This design comes from an exercise in tuning for small area, a short achievable clock period and few clock cycles on the open sky130 flow, not from production work.
RTL that was checked went through simulation tests only; none was proved equivalent to the original.
Power is estimated from default activity; no workload was simulated.

## rle_tx_encoder
module rle_tx_encoder (
    input  wire        clk,
    input  wire        rst,         
    input  wire        start,       
    input  wire        seg_new,     
    input  wire [15:0] width,       
    output wire        ready,
    output reg         rd_en,
    output reg  [15:0] rd_addr,
    input  wire [23:0] rd_data,
    output reg         out_valid,
    output reg  [7:0]  out_data,
    input  wire        out_ready,
    output wire [31:0] chk_value,
    output wire [31:0] byte_count
);
Size in the first run: roughly 1,500 cells after synthesis, ~16,000 sq um of cells after synthesis.
export LEC_CHECK = 0
export CAP_MARGIN = 20
export CORE_MARGIN = 2
export CORE_UTILIZATION = 65
export CTS_BUF_LIST = sky130_fd_sc_hd__clkbuf_4 sky130_fd_sc_hd__clkbuf_8
export CTS_CLUSTER_SIZE = 30
export SLEW_MARGIN = 20
create_clock -name core_clock -period 10.0 [get_ports {clk}]
standard.sh (not shown) runs the stock make flow with config.mk's settings and CLKGATE_MAP_FILE= SYNTH_SCRIPT=/design/flow/synth_recipe.tcl, a recipe that flattens the netlist after the stock synthesis.
==> flow/flow/run.sh <==
#!/bin/bash
# Standard ORFS layout with stronger port buffers and a tighter repair target.
set -euo pipefail
export BUFFER_PORTS_ARGS="-buffer_cell sky130_fd_sc_hd__buf_2"
export SETUP_SLACK_MARGIN=6.8
bash standard.sh > flow_make.log 2>&1
Testbench counts at the start, summed over its fixed seeds: cycles 64,694.
Next try:
--- a/flow/design.v
+++ b/flow/design.v
@@ -245,63 +245,72 @@
                 rdy <= 1'b1;
         end
     end
     reg [7:0]  al, ah, bl, bh;
     reg [1:0]  ka, fa, kb, fb;
     reg [15:0] ci;
+    reg [8:0]  vl;
+    reg [7:0]  vh;
     assign chk_value = {ah, al, bh, bl};
     assign settled   = (ka == 2'd0) && (fa == 2'd0) && (kb == 2'd0) && (fb == 2'd0);
     function [6:0] x23;
         input [2:0] k;
         case (k)
             3'd0:    x23 = 7'd0;
             3'd1:    x23 = 7'd23;
             3'd2:    x23 = 7'd46;
             3'd3:    x23 = 7'd69;
             default: x23 = 7'd92;
         endcase
     endfunction
-    wire [7:0]  a_il  = nrm ? 8'd0 : ci[7:0];
-    wire [7:0]  a_ih  = nrm ? 8'd0 : ci[15:8];
-    wire [7:0]  a_v   = nrm ? 8'd0 : out_data;
-    wire [9:0]  al_n  = {2'b0, al} + {2'b0, a_il} + {2'b0, a_v} + {3'b0, x23({1'b0, fa})};
-    wire [9:0]  ah_n  = {2'b0, ah} + {2'b0, a_ih} + {8'd0, ka};
-    wire [7:0]  b_al  = nrm ? 8'd0 : al;
-    wire [7:0]  b_ah  = nrm ? 8'd0 : ah;
-    wire [1:0]  b_ka  = nrm ? 2'd0 : ka;
-    wire [2:0]  b_k   = {1'b0, fb} + (nrm ? 3'd0 : {1'b0, fa});
-    wire [9:0]  bl_n  = {2'b0, bl} + {2'b0, b_al} + {3'b0, x23(b_k)};
-    wire [9:0]  bh_n  = {2'b0, bh} + {2'b0, b_ah} + {8'd0, b_ka} + {8'd0, kb};
+    wire [9:0]  al_n  = {2'b0, al} + {2'b0, vl[7:0]} + {3'b0, x23({1'b0, fa})};
+    wire [9:0]  ah_n  = {2'b0, ah} + {2'b0, vh} + {8'd0, ka} + {9'd0, vl[8]};
+    wire [9:0]  bl_n  = {2'b0, bl} + {2'b0, al} + {3'b0, x23({1'b0, fa})} + {3'b0, x23({1'b0, fb})};
+    wire [9:0]  bh_n  = {2'b0, bh} + {2'b0, ah} + {8'd0, ka} + {8'd0, kb};
+    wire [9:0]  bl_f  = {2'b0, bl} + {3'b0, x23({1'b0, fb})};
+    wire [9:0]  bh_f  = {2'b0, bh} + {8'd0, kb};
     wire        a_ge  = (ah == 8'hff) && (al >= 8'he9);
     wire        b_ge  = (bh == 8'hff) && (bl >= 8'he9);
     wire [15:0] i_next = (ci == 16'd65512) ? 16'd0 : ci + 16'd1;
+    wire [8:0]  vl_n  = {1'b0, ci[7:0]} + {1'b0, byte_n};
     always @(posedge clk) begin
         if (rst || (accept && seg_new)) begin
             al <= 8'd0;  ah <= 8'd0;  ka <= 2'd0;  fa <= 2'd0;
             bl <= 8'd1;  bh <= 8'd0;  kb <= 2'd0;  fb <= 2'd0;
             ci <= 16'd1;
             bc <= 32'd0;
             ld <= 1'b0;
             av <= 1'b0;
+            vl <= 9'd0;
+            vh <= 8'd0;
         end else begin
             ld <= load;
             av <= ld;
-            if (ld) begin
+            if (load) begin
+                vl <= vl_n;
+                vh <= ci[15:8];
                 ci <= i_next;
-                bc <= bc + 32'd1;
+            end else begin
+                vl <= 9'd0;
+                vh <= 8'd0;
             end
+            if (ld)
+                bc <= bc + 32'd1;
             if (nrm && settled) begin
                 if (a_ge) begin ah <= 8'd0; al <= al - 8'he9; end
                 if (b_ge) begin bh <= 8'd0; bl <= bl - 8'he9; end
             end else begin
                 if (ld || nrm) begin
                     {ka, al} <= al_n;
                     {fa, ah} <= ah_n;
                 end
-                if (av || nrm) begin
+                if (av) begin
                     {kb, bl} <= bl_n;
                     {fb, bh} <= bh_n;
+                end else if (nrm) begin
+                    {kb, bl} <= bl_f;
+                    {fb, bh} <= bh_f;
                 end
             end
         end
     end
 endmodule
What happened: The changed run completed without violations; non-clock buffer count stays the same; global-route usage fell by 1.2 points; clock-buffer cell count is unchanged; cell area rose by 4.2%; setup slack gains 0.042 ns; maximum frequency rose by 1.2%; total power fell by 9.6%; first-iteration DRC count rose by 51%; combinational power fell by 46%; synthesized area rose by 5.8%.
Function not checked in the second run of this note: the RTL went through the layout flow alone.

==> afterwards: timing with drivers on the ports <==
The results above use ideal ports. As a check the final layouts listed here were re-extracted and re-timed, cells and wires unchanged.
Step 1 assumes that a clkbuf_16 drives the clock port and a buf_2 every other input.
Step 2 also shifts input and output timing later by t, the mid clock arrival at the registers, as if the neighbouring blocks saw the same clock.
a / b / c = ideal / step 1 / step 2; a / b = the first two.
run | t (ns) | setup WS [ns] | clock arrival spread, ns | slew at the worst register clock pin (ns) | worst slew at a driven data input, ns
the first run | 0.620 | 6.487 / 6.487 / 6.335 | 0.026 / 0.026 | 0.07 / 0.07 | 0.08
the second run | 0.616 | 6.530 / 6.530 / 6.325 | 0.020 / 0.020 | 0.07 / 0.07 | 0.04
After both steps every run listed still meets setup and hold. The setup slack of the second run, which loses most, moves by 0.000 ns with the drivers and by -0.205 ns with both steps.
